Source: an optimization exercise on an open RTL-to-GDS flow (aim: small area, a short achievable clock period and few clock cycles). Production flows keep margins and buffers that such runs may drop.
In this exercise RTL edits were held to simulation tests only and were not proved equivalent to the original.
No activity file was given, so power comes from the tool's default toggle rates.

Setup of try-pepper:
// kb_report_encoder
module kb_report_encoder (
    input  wire        clk,
    input  wire        rst,
    input  wire        start,
    input  wire [95:0] deb,
    output wire        ready,
    output reg         done,
    output reg  [63:0] report,
    output wire        changed
);
Settings: LEC_CHECK=0, ABC_AREA=1, CAP_MARGIN=20, CORE_MARGIN=2, CORE_UTILIZATION=55, SETUP_SLACK_MARGIN=1.6, SLEW_MARGIN=20; clock period 5.0 ns.
standard.sh (not shown) runs the stock make flow with config.mk's settings and CLKGATE_MAP_FILE= SYNTH_SCRIPT=/design/flow/synth_recipe.tcl, a recipe that flattens the netlist after the stock synthesis.
==> flow/flow/run.sh <==
#!/bin/bash
# The standard layout (standard.sh), with every input and output port still
# buffered, but with a plain buffer cell (buf_1) instead of the resizer's
# default choice (a delay buffer, clkdlybuf4s50_1).
set -euo pipefail
export BUFFER_PORTS_ARGS="-buffer_cell sky130_fd_sc_hd__buf_1"
bash standard.sh > standard_flow.log 2>&1
Testbench counts of try-pepper, summed over its fixed seeds: cycles 5,590.
--- input diff try-pepper..try-delta ---
# try-pepper
export LEC_CHECK = 0
export ABC_AREA = 1
export CAP_MARGIN = 20
export CORE_MARGIN = 2
export CORE_UTILIZATION = 55
export SETUP_SLACK_MARGIN = 1.6
export SLEW_MARGIN = 20
create_clock -name core_clock -period 5.0 [get_ports {clk}]
# try-delta
export LEC_CHECK = 0
export ABC_AREA = 1
export CAP_MARGIN = 20
export CORE_MARGIN = 2
export CORE_UTILIZATION = 55
export CTS_BUF_LIST = sky130_fd_sc_hd__clkbuf_4 sky130_fd_sc_hd__clkbuf_8
export SETUP_SLACK_MARGIN = 1.6
export SLEW_MARGIN = 20
create_clock -name core_clock -period 5.0 [get_ports {clk}]
[summary]
Of try-delta and try-pepper, the run reporting the higher total leakage power was try-pepper.
try-delta vs try-pepper — clock network power share dropped 5.9 points.
Route | try-delta vs try-pepper | wire shorter in try-delta
Vias: try-delta below try-pepper
try-delta ended with less share of layout cells above drive strength 1 than try-pepper.
| power of the combinational group | try-delta vs try-pepper | about 1% lower |
Relative to try-delta, the following input files were edited for try-harbor:
# try-delta
export LEC_CHECK = 0
export ABC_AREA = 1
export CAP_MARGIN = 20
export CORE_MARGIN = 2
export CORE_UTILIZATION = 55
export CTS_BUF_LIST = sky130_fd_sc_hd__clkbuf_4 sky130_fd_sc_hd__clkbuf_8
export SETUP_SLACK_MARGIN = 1.6
export SLEW_MARGIN = 20
create_clock -name core_clock -period 5.0 [get_ports {clk}]
# try-harbor
export LEC_CHECK = 0
export ABC_AREA = 1
export CAP_MARGIN = 20
export CORE_MARGIN = 2
export CORE_UTILIZATION = 55
export PLACE_DENSITY = 0.8
export SETUP_SLACK_MARGIN = 1.5
export SLEW_MARGIN = 20
create_clock -name core_clock -period 5.0 [get_ports {clk}]
Findings:
Summary of try-harbor over try-delta: synthesis-to-finish area growth increased 0.30 points; power attributed to sequential cells essentially unchanged; total detailed-routing wirelength increased 1400 µm.
[try-harbor vs try-delta] number of cells on the critical path: lower in try-harbor
Relative to try-harbor, the following input files were edited for try-violet:
# try-harbor
export LEC_CHECK = 0
export ABC_AREA = 1
export CAP_MARGIN = 20
export CORE_MARGIN = 2
export CORE_UTILIZATION = 55
export PLACE_DENSITY = 0.8
export SETUP_SLACK_MARGIN = 1.5
export SLEW_MARGIN = 20
create_clock -name core_clock -period 5.0 [get_ports {clk}]
# try-violet
export LEC_CHECK = 0
export ABC_AREA = 1
export CAP_MARGIN = 20
export CORE_MARGIN = 2
export CORE_UTILIZATION = 55
export SETUP_SLACK_MARGIN = 1.35
export SLEW_MARGIN = 20
create_clock -name core_clock -period 5.0 [get_ports {clk}]
### Flow results
- try-violet did not stop at any stage, and its layout met the timing, design-rule and antenna checks.
- try-violet -> try-harbor: total of clock buffers placed in the layout delta 0, exact match
- Looking at leakage power of the design across both flows, try-violet is the stronger of the two, with try-harbor trailing.
- try-violet ends up with lower finished layout cell area than try-harbor does.
- Comparing portion of total power attributed to combinational logic for try-violet and try-harbor, the bigger number came from try-harbor.


Setup of job 327:
Starting RTL as in the previous note.
// kb_report_encoder
module kb_report_encoder (
    input  wire        clk,
    input  wire        rst,
    input  wire        start,
    input  wire [95:0] deb,
    output wire        ready,
    output reg         done,
    output reg  [63:0] report,
    output wire        changed
);
==> flow/config.mk <==
export PLATFORM = sky130hd
export DESIGN_NAME = kb_report_encoder
export DESIGN_NICKNAME = kb_report_encoder
export VERILOG_FILES = /design/flow/design.v
export SDC_FILE = /design/flow/constraint.sdc
export NUM_CORES = 4
export LEC_CHECK = 0
export ABC_AREA = 1
export CAP_MARGIN = 20
export CORE_MARGIN = 2
export CORE_UTILIZATION = 55
export PLACE_DENSITY = 0.9
export SETUP_SLACK_MARGIN = 1.6
export SLEW_MARGIN = 20
==> flow/constraint.sdc <==
create_clock -name core_clock -period 5.0 [get_ports {clk}]
set_input_delay 1.0000 -clock core_clock [delete_from_list [all_inputs] [get_ports {clk}]]
set_output_delay 1.0000 -clock core_clock [all_outputs]
set_load 0.01 [all_outputs]
Scripts as last shown in full above: flow/flow/run.sh
Testbench counts of job 327, summed over its fixed seeds: cycles 5,590.
Input changes introduced in job 1925 (baseline for comparison: job 327):
diff --git a/flow/config.mk b/flow/config.mk
--- a/flow/config.mk
+++ b/flow/config.mk
@@ -9,6 +9,6 @@
 export CAP_MARGIN = 20
 export CORE_MARGIN = 2
-export CORE_UTILIZATION = 55
-export PLACE_DENSITY = 0.9
+export CORE_UTILIZATION = 60
+export PLACE_DENSITY = 0.8
 export SETUP_SLACK_MARGIN = 1.6
 export SLEW_MARGIN = 20
### Flow results
For job 1925, the library cell contributing the largest single delay on the critical path was sky130_fd_sc_hd__nor3_4, unlike job 327, where it was sky130_fd_sc_hd__nor2_1.
A capturing instance or port of the critical path of report[27]$_SDFFCE_PP0P_ is what job 1925 shows, while xr[1]$_SDFF_PN0_ belongs to job 327.
Looking at routed length per instance, job 1925 sits 0.34% lower than job 327 does.
Job 1925: non-clock buffer count 1.7% below job 327
Die: job 1925 smaller than job 327
Against job 327, job 1925 comes in 0.57% higher on via count of the first global-routing pass.
From job 327 to job 1925 the numbers moved as follows: worst-margin pin slew has decreased, detailed-route wire length on metal 1 has decreased, total power has increased, effective utilization at floorplan has increased.
[job 1925] final area fell 0.49% relative to job 327
> inputs changed (job 1925 -> job 5077)
diff --git a/flow/config.mk b/flow/config.mk
--- a/flow/config.mk
+++ b/flow/config.mk
@@ -9,5 +9,5 @@
 export CAP_MARGIN = 20
 export CORE_MARGIN = 2
-export CORE_UTILIZATION = 60
+export CORE_UTILIZATION = 55
 export PLACE_DENSITY = 0.8
 export SETUP_SLACK_MARGIN = 1.6
Notes after the runs:
Job 5077 went all the way through the flow, and no timing, DRC or antenna check failed. Part of the power in combinational logic essentially unchanged between job 5077 and job 1925. In job 5077, the worst setup slack came out 130 ps above the value in job 1925. The run with more routed wire is job 1925, not job 5077. Going from job 1925 to job 5077, sequential share of cell area essentially unchanged; largest fanout on the critical path essentially unchanged; total leakage power decreased about 0.8%.
What job 1234 does differently from job 5077 at the input level:
diff --git a/flow/config.mk b/flow/config.mk
--- a/flow/config.mk
+++ b/flow/config.mk
@@ -11,4 +11,4 @@
 export CORE_UTILIZATION = 55
 export PLACE_DENSITY = 0.8
-export SETUP_SLACK_MARGIN = 1.6
+export SETUP_SLACK_MARGIN = 1.8
 export SLEW_MARGIN = 20
## What came out
- Buffering overhead: job 1234 > job 5077
- The higher net count of the finished layout of job 5077 and job 1234 is in job 1234.
- Comparing post-synthesis to final-layout area growth for job 5077 and job 1234, the smaller number came from job 5077.
- Total power of the final layout, job 5077 and job 1234, higher one = job 1234.
- Going from job 5077 to job 1234, routed length per instance grew by a few percent.
- In terms of sequential cell power, job 1234 and job 5077 differ only marginally.
- Job 1234 against job 5077: combined buffer and inverter count along the critical path fell by 3, non-clock buffer count increased by 26 relative to the old numbers.
- After detailed routing, job 5077 needs less wire than job 1234.
- Job 1234: wire length of the first global-routing pass 5.6% above job 5077
- Endpoint of the worst setup timing path: report[33]$_DFFE_PP_ -> job 5077, chg_r$_DFFE_PP_ -> job 1234
Input-level comparison between job 9370 and job 1234:
diff --git a/flow/config.mk b/flow/config.mk
--- a/flow/config.mk
+++ b/flow/config.mk
@@ -10,5 +10,4 @@
 export CORE_MARGIN = 2
 export CORE_UTILIZATION = 55
-export PLACE_DENSITY = 0.8
-export SETUP_SLACK_MARGIN = 1.8
+export SETUP_SLACK_MARGIN = 1.9
 export SLEW_MARGIN = 20
- Compared with job 1234, job 9370 shows arrival time of data at the critical path endpoint higher by 150 ps.
- Going from job 1234 to job 9370, worst setup slack now smaller; via count of the first global-routing pass now larger.
- Comparing job 1234 with job 9370, the fraction of met1 tracks used by global routing came out essentially unchanged.
- Overall via count from detail_route of job 9370 falls short of that of job 1234 slightly.
- NOTE: layout overhead on the synthesized area in job 9370 falls short of that of job 1234
- Between job 9370 and job 1234, the fraction of area in clock buffers and inverters is lower for job 9370.
- Compared with job 1234, job 9370 shows global-route usage lower by 0.63 points.

==> what the ideal ports hide <==
No port has a modelled driver above. Below, the same layouts with a new extraction and two added sets of constraints. Step 1, drivers: a clkbuf_16 drives clk and a buf_2 each remaining input, both assumed. Step 2 moves the port delays by t, midway between the first and last clock arrival at a register: inputs arrive t later, outputs are due t later. That takes back most of the time a late clock gives input paths. Slacks: no drivers / after step 1 / after step 2; pairs: no drivers / after step 1.
| run | t (ns) | setup slack, ns | slew at the worst register clock pin (ns) | cell pins on the clock port's net |
|---|---|---|---|---|
| try-pepper | 0.388 | 1.642 / 1.662 / 1.274 | 0.08 / 0.08 | 1 |
| try-delta | 0.415 | 1.583 / 1.596 / 1.181 | 0.11 / 0.11 | 1 |
| try-harbor | 0.395 | 1.516 / 1.537 / 1.143 | 0.08 / 0.08 | 1 |
| try-violet | 0.396 | 1.480 / 1.500 / 1.104 | 0.07 / 0.07 | 1 |
| job 327 | 0.393 | 1.651 / 1.670 / 1.278 | 0.08 / 0.08 | 1 |
| job 1925 | 0.403 | 1.588 / 1.612 / 1.208 | 0.08 / 0.08 | 1 |
| job 5077 | 0.404 | 1.720 / 1.744 / 1.339 | 0.08 / 0.08 | 1 |
| job 1234 | 0.390 | 1.815 / 1.837 / 1.447 | 0.08 / 0.08 | 1 |
| job 9370 | 0.394 | 1.750 / 1.771 / 1.377 | 0.07 / 0.07 | 1 |
After both steps every run listed still meets setup and hold. For try-delta, which loses most, drivers alone change the setup slack by +0.013 ns; drivers and shift together by -0.402 ns.
